This design comes from an exercise in tuning for a short achievable clock period and few clock cycles on the open sky130 flow, not from production work.
Function was checked by simulation only, so behaviour that the tests miss may differ from the original.

==> inputs of build 72 <==
==> flow/design.v (excerpt) <==
module vm20_core (
    input  wire        clk,
    input  wire        rst,           
    input  wire [7:0]  exec_start,    
    output reg         mem_req,
    output reg         mem_we,
    output reg  [7:0]  mem_addr,
    output reg  [19:0] mem_wdata,
    input  wire        mem_ready,
    input  wire [19:0] mem_rdata,
    input  wire        in_valid,
    input  wire [7:0]  in_data,
    input  wire        in_eof,
    input  wire        in_err,
    output reg         in_take,
    output reg         out_valid,
    output reg         out_kind,      
    output reg  [19:0] out_data,
    input  wire        out_ready,
    input  wire        out_err,
    output wire [2:0]  status,
    output wire [7:0]  pc,
    output wire [19:0] r0,
    output wire [19:0] r1,
    output wire [19:0] r2,
    output wire [19:0] r3
);
    localparam [2:0] ST_RUNNING = 3'd0, ST_HALTED = 3'd1, ST_EOI = 3'd2,
                     ST_ILLIO   = 3'd3, ST_LIMIT  = 3'd4;
    localparam [3:0] OP_LD = 4'd0,  OP_LDI = 4'd1, OP_ST  = 4'd2,  OP_ADD = 4'd3,
                     OP_SUB = 4'd4, OP_MUL = 4'd5, OP_DIV = 4'd6,  OP_OR  = 4'd7,
                     OP_AND = 4'd8, OP_SHL = 4'd9, OP_SHR = 4'd10, OP_IO  = 4'd11,
                     OP_BR  = 4'd12, OP_BRZ = 4'd13, OP_BRN = 4'd14, OP_BRS = 4'd15;
    localparam [7:0] INSTR_LIMIT = 8'd200;
    localparam [3:0] E_EXEC = 4'd0,    
                     E_MW   = 4'd1,    
                     E_MUL  = 4'd2,    
                     E_DIVN = 4'd3,    
                     E_DIV  = 4'd4,    
                     E_DIVF = 4'd5,    
                     E_OUT  = 4'd6,    
                     E_IN   = 4'd7,    
                     E_INST = 4'd8,    
                     E_DONE = 4'd9;    
    localparam NC = 8;                 
    reg [19:0] regs [0:3];
    reg [7:0]  pc_q;         
  ...
clock: 8.0 ns
lec_check: 0
cap_margin: 20
core_margin: 2
core_utilization: 40
setup_slack_margin: 3.0
slew_margin: 20
tns_end_percent: 30
run.sh (not shown) runs the stock make flow with config.mk's settings and CLKGATE_MAP_FILE= SYNTH_SCRIPT=/design/flow/synth_recipe.tcl, a recipe that flattens the netlist after the stock synthesis.
==> build 4 (differences from build 72) <==
--- a/flow/design.v
+++ b/flow/design.v
@@ -48,14 +48,16 @@
     reg [7:0]  count;
     reg [2:0]  status_q;
     reg [3:0]  est;
     reg [19:0] ir;
     reg        ir_v;
     reg [19:0] ir_sx;        
     reg        ir_sxv;
+    reg        ir_rz;        
+    reg        ir_rzv;       
     reg [7:0]  ir_hv;        
     reg        lr_q;         
     reg [19:0] pb;
     reg        pb_v;
     reg        if_v;
     reg [7:0]  fa;           
     reg        c_v   [0:NC-1];
@@ -224,18 +226,25 @@
                            (tok_neg ? (tok_mag <= 20'd524288) : (tok_mag <= 20'd524287));
     wire [19:0] tok_val  = tok_neg ? (20'd0 - tok_mag) : tok_mag;
     wire e_rd   = ex && k_memrd && !c_hit;               
     wire e_st   = ex && (op == OP_ST) && addr_ok;        
     wire e_we   = e_st || (est == E_INST && io_ok);
     wire e_port = e_rd || e_we;
     wire [7:0] e_addr = sx8;
-    wire e_jx0   = ex && (op == OP_BRN) && x0 && rval[19];
-    wire e_jxn   = ex && k_jpt && !x0;
-    wire fast_rd = e_jx0 || e_jxn;
-    wire [7:0] fast_tgt = e_jxn ? sx8 : sf;
+    reg tk_fast;
+    always @(*) begin
+        case (op)
+            OP_BRN:  tk_fast = rval[19] && jump_ok;
+            OP_BRZ:  tk_fast = !ir_rzv || (ir_rz && jump_ok);
+            default: tk_fast = jump_ok;
+        endcase
+    end
+    wire follow0 = x0 && k_jpt;
+    wire fast_rd = ex && k_jump && (tk_fast != follow0);
+    wire [7:0] fast_tgt = tk_fast ? sx8 : pc1;
     reg e_done;              
     always @(*) begin
         e_done = 1'b0;
         case (est)
             E_EXEC: if (ir_go) begin
                 if (is_nop) e_done = 1'b1;
                 else case (op)
@@ -266,15 +275,15 @@
             E_INST: e_done = !io_ok || mem_ready;
             default: ;
         endcase
     end
     wire is_j      = ex && (k_jump || (op == OP_BR && rf == 2'd2));
     wire j_go      = is_j && j_taken;
     wire [7:0] npc = j_go ? j_tgt : pc1;
-    wire j_follow  = k_jpt || e_jx0;
+    wire j_follow  = k_jump && tk_fast;
     wire late_rd   = is_j && (j_taken != j_follow);
     wire st_hazard = e_we && mem_ready && (e_addr == pc1);
     wire flush     = fast_rd || lr_q || st_hazard;
     wire [1:0] q_tot   = {1'b0, ir_v} + {1'b0, pb_v} + {1'b0, if_v};
     wire       q_room  = flush || (q_tot <= 2'd1) || (q_tot == 2'd2 && e_done);
     wire       running = (status_q == ST_RUNNING);
     wire       f_ok    = running && !e_port && q_room;
@@ -381,33 +390,54 @@
             E_DIVF: begin
                 rw_en  = 1'b1;
                 rw_oth = 20'd0 - md_acc;
             end
             default: ;
         endcase
     end
-    wire        fw_en  = ex && ((op == OP_LDI) || (op == OP_BRS));
+    wire        fw_sp  = ir_v && !is_nop && ((op == OP_LDI) || (op == OP_BRS));
+    wire        fw_en  = ex && fw_sp;
     wire [19:0] fw_val = (op == OP_LDI) ? sx : {12'd0, pc1};
     function [19:0] calc_sx;
         input [19:0] w;
+        input        fwd;
         begin
             calc_sx = ksadd({12'd0, w[7:0]},
                             (w[13:12] == 2'd0) ? 20'd0 :
-                            (fw_en && rf == w[13:12]) ? fw_val : regs[w[13:12]], 1'b0);
+                            (fwd && fw_sp && rf == w[13:12]) ? fw_val : regs[w[13:12]], 1'b0);
         end
     endfunction
     function sx_fresh;
         input [19:0] w;
+        input        fwd;
+        begin
+            sx_fresh = fwd ? !(rw_en && (rw_idx == w[13:12]) && !fw_en) &&
+                             !(fw_sp && !fw_en && (rf == w[13:12]))
+                           : !(rw_en && (rw_idx == w[13:12]));
+        end
+    endfunction
+    function calc_rz;
+        input [19:0] w;
+        input        fwd;
+        begin
+            calc_rz = (((fwd && fw_sp && rf == w[15:14]) ? fw_val : regs[w[15:14]]) == 20'd0);
+        end
+    endfunction
+    function rz_fresh;
+        input [19:0] w;
+        input        fwd;
         begin
-            sx_fresh = !(rw_en && (rw_idx == w[13:12]) && !fw_en);
+            rz_fresh = fwd ? !(rw_en && (rw_idx == w[15:14]) && !fw_en) &&
+                             !(fw_sp && !fw_en && (rf == w[15:14]))
+                           : !(rw_en && (rw_idx == w[15:14]));
         end
     endfunction
-    wire [19:0] sx_of_ir  = calc_sx(ir);
-    wire [19:0] sx_of_pb  = calc_sx(pb);
-    wire [19:0] sx_of_mem = calc_sx(mem_rdata);
+    wire [19:0] sx_of_ir  = calc_sx(ir, 1'b0);
+    wire [19:0] sx_of_pb  = calc_sx(pb, 1'b1);
+    wire [19:0] sx_of_mem = calc_sx(mem_rdata, 1'b1);
     wire        c_wr   = (e_we && mem_ready) || from_mem;
     wire [7:0]  c_wtag = sx8;
     wire [19:0] c_wval = from_mem ? mem_rdata : mem_wdata;
     wire [NC-1:0] c_whv = ir_hv;
     wire        c_alloc = c_wr && !(|c_whv);
     function [NC-1:0] calc_hv;
         input [19:0] a;
@@ -459,30 +489,36 @@
             if (flush) begin
                 ir_v <= 1'b0;
                 pb_v <= 1'b0;
             end else if (e_done || !ir_ok) begin
                 if (pb_v) begin
                     ir_sx  <= sx_of_pb;
                     ir_hv  <= hv_of_pb;
-                    ir_sxv <= sx_fresh(pb);
+                    ir_sxv <= sx_fresh(pb, 1'b1);
+                    ir_rz  <= calc_rz(pb, 1'b1);
+                    ir_rzv <= rz_fresh(pb, 1'b1);
                     ir    <= pb;
                     ir_v  <= 1'b1;
                     pb    <= mem_rdata;
                     pb_v  <= if_v;
                 end else begin
                     ir_sx  <= sx_of_mem;
                     ir_hv  <= hv_of_mem;
-                    ir_sxv <= sx_fresh(mem_rdata);
+                    ir_sxv <= sx_fresh(mem_rdata, 1'b1);
+                    ir_rz  <= calc_rz(mem_rdata, 1'b1);
+                    ir_rzv <= rz_fresh(mem_rdata, 1'b1);
                     ir    <= mem_rdata;
                     ir_v  <= if_v;
                 end
             end else begin
                 ir_sx  <= sx_of_ir;
                 ir_hv  <= hv_of_ir;
-                ir_sxv <= sx_fresh(ir);
+                ir_sxv <= sx_fresh(ir, 1'b0);
+                ir_rz  <= calc_rz(ir, 1'b0);
+                ir_rzv <= rz_fresh(ir, 1'b0);
                 if (if_v) begin
                     pb    <= mem_rdata;
                     pb_v  <= 1'b1;
                 end
             end
             if (c_wr) begin
                 if (|c_whv) begin
==> flow/flow/run.sh (new file) <==
#!/bin/bash
# Layout: the standard flow (standard.sh, unchanged synthesis and steps), with the
# ports buffered by sky130_fd_sc_hd__buf_4 instead of the delay-cell buffer that
# buffer_ports picks by default. The make output goes to standard.log; each ORFS step
# keeps its own log under orfs/logs.
set -euo pipefail
export BUFFER_PORTS_ARGS="-buffer_cell sky130_fd_sc_hd__buf_4"
bash standard.sh > standard.log 2>&1
==> flow/standard.sh (new file) <==
#!/bin/bash
# synth_recipe.tcl (not shown) runs the flow's synth.tcl, then flattens the netlist and writes it again
# the make line also repeats each setting of config.mk as NAME=value (left out here)
make -C /OpenROAD-flow-scripts/flow DESIGN_CONFIG=/design/flow/config.mk WORK_HOME=/design/flow/orfs CLKGATE_MAP_FILE= SYNTH_SCRIPT=/design/flow/synth_recipe.tcl "${@:-finish}"
removed: flow/run.sh
==> results.toml <==
[run_status]
status = "timing/DRC/antenna clean"

[timing]
fin_crit_ns = 5.254

[global_route]
grt.met3_usage_pct = 10.94

[power_and_ir_drop]
power_density_mw_per_mm2 = 167.8
p_sw_mw = 3.424

[logic_synthesis]
synth.top_cell.area_share_pct = 33.42
[end of results for build 72]
==> results.toml <==
[logic_synthesis]
synth.top_cell.area_share_pct = 33.35
synthAdderAreaFrac_pct = 7.161

[run_status]
status = "timing/DRC/antenna clean"

[power_and_ir_drop]
p_seq_mw = 3.61
p_sw_mw = 3.309
power_density_mw_per_mm2 = 164.8

[global_route]
grt.met3_usage_pct = 9.857

[timing]
fin_crit_ns = 5.293

[cts]
cts_tree = "built"
[end of results for build 4]
Testbench counts of build 72, summed over its fixed seeds: cycles 68,763.
Testbench counts of build 4, summed over its fixed seeds: cycles 68,083.

static timing again, ports no longer ideal:
No port has a modelled driver above. Below, the same layouts with a new extraction and two added sets of constraints.
Step 1, drivers: a clkbuf_16 drives clk and a buf_2 each remaining input, both assumed.
Step 2, shift: input delay + t, output delay - t, t = (earliest + latest rising clock arrival at the registers) / 2. This alone moves slack from input paths to output paths.
Three values: no drivers, after step 1, after step 2; two values: the first two.
run | t (ns) | setup slack, ns | latest minus earliest clock arrival (ns)
build 72 | 0.739 | 2.746 / 2.665 / 2.308 | 0.028 / 0.028
build 4 | 0.753 | 2.707 / 2.627 / 2.152 | 0.042 / 0.042
After both steps every run listed still meets setup and hold. The setup slack of build 4, which loses most, moves by -0.080 ns with the drivers and by -0.555 ns with both steps.
